Context: an optimization exercise on an open-source flow, tuned for small area, a short achievable clock period and few clock cycles. The choices shown serve that exercise and are no tape-out recipe.
RTL that was checked went through simulation tests only; none was proved equivalent to the original.
Power is estimated from default activity; no workload was simulated.

==> v24: inputs <==
// owd_core
module owd_core (
    input              clk,
    input              rst,
    input              start,
    input              cancel,
    input      [31:0]  sample_rate_hz,
    input              force_overdrive,
    input              channel_valid,
    input      [7:0]   channel,
    output reg         cur_valid,
    output reg [1:0]   cur_cmd,
    output reg [31:0]  cur_n,
    input              cur_ack,
    input      [63:0]  cur_sample,
    input              cur_level,
    input              cur_eos,
    output             snk_valid,
    output     [180:0] snk_data,
    output             idle,
    output             busy,
    output             halted,
    output reg [1:0]   halt_reason,
    output     [7:0]   chan
);
    localparam [31:0] MIN_SAMPLE_RATE_HZ = 32'd2000000;
    localparam [1:0] CMD_QUERY = 2'd0, CMD_ADV_EDGE = 2'd1, CMD_PEEK_EDGE = 2'd2, CMD_ADV_BY = 2'd3;
    localparam [1:0] REC_FRAME = 2'd0, REC_COMMIT = 2'd1, REC_MARKER = 2'd2, REC_PROGRESS = 2'd3;
    localparam [2:0] MK_INVALID = 3'd0, MK_START = 3'd1, MK_DOWNARROW = 3'd2, MK_ZERO = 3'd3,
  ...
clock: 12.0 ns
lec_check: 0
cap_margin: 20
core_margin: 2
core_utilization: 40
slew_margin: 20
run.sh (not shown) runs the stock make flow with config.mk's settings and CLKGATE_MAP_FILE= SYNTH_SCRIPT=/design/flow/synth_recipe.tcl, a recipe that flattens the netlist after the stock synthesis.
==> v25 (differences from v24) <==
--- a/flow/design.v
+++ b/flow/design.v
@@ -51,28 +51,30 @@
     reg        lazy;        
     reg        prog_rise;   
     reg        ra_rec;
     reg        fr_done;
     reg        asm_pend, asm_bit;
     reg        c_rst, c_warn, c_gtchk, c_gtsp;
     reg [15:0] t10;
+    reg [1:0]  t40lo;
     reg [15:0] t15;
-    reg [16:0] t30;
-    reg        c30;         
-    reg [17:0] t40;
+    reg        t30lo;
+    reg [3:0]  t480lo;
     reg [18:0] t88;
     reg [20:0] t380;
-    reg [20:0] t480;
     reg [22:0] t1000;
+    wire [16:0] t30  = {t15, t30lo};
+    wire [17:0] t40  = {t10, t40lo};
+    wire [20:0] t480 = {t15, t30lo, t480lo};
     reg [5:0]  tstep;
-    reg [12:0] tQ;
-    reg [19:0] tR;
-    reg [22:0] tqb;         
-    reg [1:0]  tcp;
-    reg [19:0] trem;
+    wire [12:0] tQ   = acc[12:0];
+    wire [19:0] tR   = acc[32:13];
+    wire [22:0] tqb  = field_start[22:0];    
+    wire [1:0]  tcp  = field_start[24:23];
+    wire [19:0] trem = field_start[44:25];
     reg        rv;
     reg [1:0]  rtype;
     reg [1:0]  rbase;       
     reg [2:0]  rmk;
     reg        rfd;         
     reg        rfr;         
     assign idle   = (ph == S_IDLE);
@@ -127,25 +129,56 @@
     wire [1:0]  te_cn  = te_c2 ? 2'd2 : te_c1 ? 2'd1 : 2'd0;
     wire [22:0] te_qn  = {te_sq[21:0], 1'b0} + {20'd0, te_scp, 1'b0} +
                          ((!te_div && te_b) ? {10'd0, tQ} : 23'd0);
     wire [22:0] te_val = tqb + {21'd0, tcp};
     wire [63:0] sb      = (ph == S_M1) ? rise : fall;
     wire [24:0] dlo     = {1'b0, cur_sample[23:0]} - {1'b0, sb[23:0]};
     wire        d_eq0   = (cur_sample[63:24] == sb[63:24]);
-    wire        d_eq1   = (cur_sample[63:24] == (sb[63:24] + 40'd1));
-    wire        d_small = dlo[24] ? d_eq1 : d_eq0;
-    wire [23:0] dd      = d_small ? dlo[23:0] : 24'hFFFFFF;
-    wire dd_lt10   = (dd[23:16] == 8'd0) && (dd[15:0] < t10);
-    wire dd_gt1000 = (dd > {1'b0, t1000});
-    wire dd_gt15   = (dd[23:16] != 8'd0) || (dd[15:0] > t15);
-    wire dd_gt30   = (dd[23:17] != 7'd0) || (dd[16:0] > t30);
-    wire dd_gt40   = (dd[23:18] != 6'd0) || (dd[17:0] > t40);
-    wire dd_lt88   = (dd[23:19] == 5'd0) && (dd[18:0] < t88);
-    wire dd_gt380  = (dd[23:21] != 3'd0) || (dd[20:0] > t380);
-    wire dd_lt480  = (dd[23:21] == 3'd0) && (dd[20:0] < t480);
+    wire [39:0] sb_hi_p1 = sb[63:24] + 40'd1;
+    wire        d_eq1   = (cur_sample[63:24] == sb_hi_p1);
+    wire        d_small = dlo[24] ? d_eq1 : d_eq0;    
+    wire [23:0] dl      = dlo[23:0];
+    function lt24;
+        input [23:0] a, b;
+        reg [31:0] l0, e0;
+        reg [15:0] l1, e1;
+        reg [7:0]  l2, e2;
+        reg [3:0]  l3, e3;
+        reg [1:0]  l4, e4;
+        integer i;
+        begin
+            l0 = {8'd0, ~a & b};
+            e0 = {8'hFF, ~(a ^ b)};
+            for (i = 0; i < 16; i = i + 1) begin
+                l1[i] = l0[2*i+1] | (e0[2*i+1] & l0[2*i]);
+                e1[i] = e0[2*i+1] & e0[2*i];
+            end
+            for (i = 0; i < 8; i = i + 1) begin
+                l2[i] = l1[2*i+1] | (e1[2*i+1] & l1[2*i]);
+                e2[i] = e1[2*i+1] & e1[2*i];
+            end
+            for (i = 0; i < 4; i = i + 1) begin
+                l3[i] = l2[2*i+1] | (e2[2*i+1] & l2[2*i]);
+                e3[i] = e2[2*i+1] & e2[2*i];
+            end
+            for (i = 0; i < 2; i = i + 1) begin
+                l4[i] = l3[2*i+1] | (e3[2*i+1] & l3[2*i]);
+                e4[i] = e3[2*i+1] & e3[2*i];
+            end
+            lt24 = l4[1] | (e4[1] & l4[0]);
+        end
+    endfunction
+    wire dd_lt10   = d_small && lt24(dl, {8'd0, t10});
+    wire dd_gt1000 = !d_small || lt24({1'b0, t1000}, dl);
+    wire dd_gt15   = !d_small || lt24({8'd0, t15}, dl);
+    wire dd_gt30   = !d_small || lt24({7'd0, t30}, dl);
+    wire dd_gt40   = !d_small || lt24({6'd0, t40}, dl);
+    wire dd_lt88   = d_small && lt24(dl, {5'd0, t88});
+    wire dd_gt380  = !d_small || lt24({3'd0, t380}, dl);
+    wire dd_lt480  = d_small && lt24(dl, {3'd0, t480});
     wire x_gh   = !defer && h_lt10;
     wire x_gl   = !defer && dd_lt10;
     wire x_rst  = dd_gt380 || (force_overdrive && dd_gt40 && dd_lt88);
     wire x_warn = dd_gt380 && dd_lt480;
     reg [5:0] layer_width;
     always @(*) begin
         case (layer)
@@ -164,15 +197,15 @@
         case (ph)
             S_Q:    begin cur_valid = 1'b1; cur_cmd = CMD_QUERY; end
             S_M0, S_RA: cur_valid = 1'b1;
             S_M1:   cur_valid = thr_ready;
             S_M2:   begin cur_valid = 1'b1; cur_cmd = CMD_PEEK_EDGE; end
             S_B, S_FIX: begin cur_valid = 1'b1; cur_cmd = CMD_ADV_BY; cur_n = {15'd0, t30}; end
             S_C1, S_EFIX: begin cur_valid = 1'b1; cur_cmd = CMD_ADV_BY; cur_n = {16'd0, t15}; end
-            S_C2:   begin cur_valid = 1'b1; cur_cmd = CMD_ADV_BY; cur_n = {16'd0, t15} + {31'd0, c30}; end
+            S_C2:   begin cur_valid = 1'b1; cur_cmd = CMD_ADV_BY; cur_n = {16'd0, t15} + {31'd0, t30lo}; end
             default: ;
         endcase
     end
     wire ack = cur_valid && cur_ack;
     wire [63:0] s_samp   = (rbase == 2'd1) ? rise : (rbase == 2'd2) ? field_start : fall;
     wire        r_frame  = (rtype == REC_FRAME);
     wire        r_marker = (rtype == REC_MARKER);
@@ -187,40 +220,39 @@
     assign snk_data[180]     = rfr & warn;
     wire m2_ok   = (ph == S_M2) && ack && !cur_eos;
     wire do_disp = (m2_ok && !x_gh && !x_gl && !unk) || (ph == S_DISP);
     wire f_rst   = (ph == S_DISP) ? c_rst   : x_rst;
     wire f_warn  = (ph == S_DISP) ? c_warn  : x_warn;
     wire f_gtchk = (ph == S_DISP) ? c_gtchk : dd_gt15;
     wire f_gtsp  = (ph == S_DISP) ? c_gtsp  : dd_gt30;
-    wire [63:0] fall_sp = fall + {47'd0, t30};
+    wire [24:0] fsp_lo  = {1'b0, fall[23:0]} + {8'd0, t30};
+    wire [63:0] fall_sp = {fsp_lo[24] ? sb_hi_p1 : fall[63:24], fsp_lo[23:0]};
     always @(posedge clk) begin
         if (rst) begin
             ph          <= S_IDLE;
             halt_reason <= HR_NONE;
             cfg_chan    <= 8'd0;
             rv          <= 1'b0;
         end else begin
             rv  <= 1'b0;
             rfd <= 1'b0;
             rfr <= 1'b0;
             if (!thr_ready) begin
                 tstep <= tstep + 6'd1;
-                tqb   <= te_qn;
-                tcp   <= te_cn;
-                trem  <= te_rn;
+                field_start[44:0] <= {te_rn, te_cn, te_qn};
                 case (te_wr)
-                    4'd1: begin tQ <= te_val[12:0]; tR <= trem; end
-                    4'd2: t10   <= te_val[15:0];
-                    4'd3: t15   <= te_val[15:0];
-                    4'd4: begin t30 <= te_val[16:0]; c30 <= tcp[0]; end
-                    4'd5: t40   <= te_val[17:0];
-                    4'd6: t88   <= te_val[18:0];
-                    4'd7: t380  <= te_val[20:0];
-                    4'd8: t480  <= te_val[20:0];
-                    4'd9: t1000 <= te_val[22:0];
+                    4'd1: acc[32:0] <= {trem, te_val[12:0]};
+                    4'd2: t10    <= te_val[15:0];
+                    4'd3: t15    <= te_val[15:0];
+                    4'd4: t30lo  <= te_val[0];
+                    4'd5: t40lo  <= te_val[1:0];
+                    4'd6: t88    <= te_val[18:0];
+                    4'd7: t380   <= te_val[20:0];
+                    4'd8: t480lo <= te_val[3:0];
+                    4'd9: t1000  <= te_val[22:0];
                     default: ;
                 endcase
             end
             if (asm_pend) begin
                 asm_pend <= 1'b0;
                 if (asm_on) begin
                     if (asm_bit)
@@ -245,25 +277,22 @@
                                 halt_reason <= HR_CONFIG;
                                 ph          <= S_CFGE;
                             end else begin
                                 cfg_chan    <= channel;
                                 halt_reason <= HR_NONE;
                                 layer       <= LAYER_UNKNOWN;
                                 bits        <= 6'd0;
-                                acc         <= 48'd0;
                                 unk         <= 1'b1;
                                 defer       <= 1'b0;
                                 hacc        <= 1'b0;
                                 lazy        <= 1'b0;
                                 fr_done     <= 1'b0;
                                 asm_pend    <= 1'b0;
                                 tstep       <= 6'd0;
-                                tqb         <= 23'd0;
-                                tcp         <= 2'd0;
-                                trem        <= {1'b0, sample_rate_hz[31:13]};
+                                field_start[44:0] <= {1'b0, sample_rate_hz[31:13], 25'd0};
                                 ph          <= S_Q;
                             end
                         end
                     end
                     S_CFGE: ph <= S_HALT;
                     S_Q: if (ack) begin
                         rise <= cur_sample;
Settings changed: ABC_CLOCK_PERIOD_IN_PS set to 5000, CAP_MARGIN 20 to 30, CORE_UTILIZATION 40 to 55, SETUP_SLACK_MARGIN set to 4, SLEW_MARGIN 20 to 30.
==> run summary <==
Worst setup slack: v24 is worse than v25 (3.7 ns).
Total power: v25 is lower than v24 (7.4%).
Of v24 and v25, v24 has the higher final cell count (gap 16%, measured against v25).
Of v25 and v24, v24 has the higher synthesized cell count (gap about 6%, measured against v24).
Between v24 and v25, the lower clock power is in v25 (gap about 34%, measured against v25).
In v25 the utilization is higher than in v24, by 18 points.
Against v24, the sequential share of layout area of v25 is lower by 4.7 points.
Against v24, the global-route usage of v25 is higher by 13 points.
Against v24, the first-iteration DRC count of v25 is higher by 31%.
Testbench counts of v25, summed over its fixed seeds: cycles 59,057.
Only the layout flow was run in v24; the RTL was not checked for function there.

-- afterwards: timing with drivers on the ports --
How much do the figures lean on ideal ports? The routed layouts below were timed once more, with nothing changed but the port constraints. Step 1 (the two cells are an assumption about what drives the block):
set clk [get_ports {clk}]
set_driving_cell -lib_cell sky130_fd_sc_hd__clkbuf_16 $clk
set_driving_cell -lib_cell sky130_fd_sc_hd__buf_2 [delete_from_list [all_inputs] $clk]
Step 2, shift: input delay + t, output delay - t, t = (earliest + latest rising clock arrival at the registers) / 2. This alone moves slack from input paths to output paths. Three values: no drivers, after step 1, after step 2; two values: the first two.
run	shift t [ns]	setup slack, ns	worst hold slack (ns)	worst setup path at the end
v24	0.697	0.479 / 0.518 / -0.178	0.454 / 0.454 / 0.454	input to register
v25	0.667	4.141 / 4.185 / 3.519	0.456 / 0.456 / 0.456	input to register
With both steps, setup timing fails in v24, where it was met with ideal ports. For v24, which loses most, drivers alone change the setup slack by +0.039 ns; drivers and shift together by -0.657 ns.
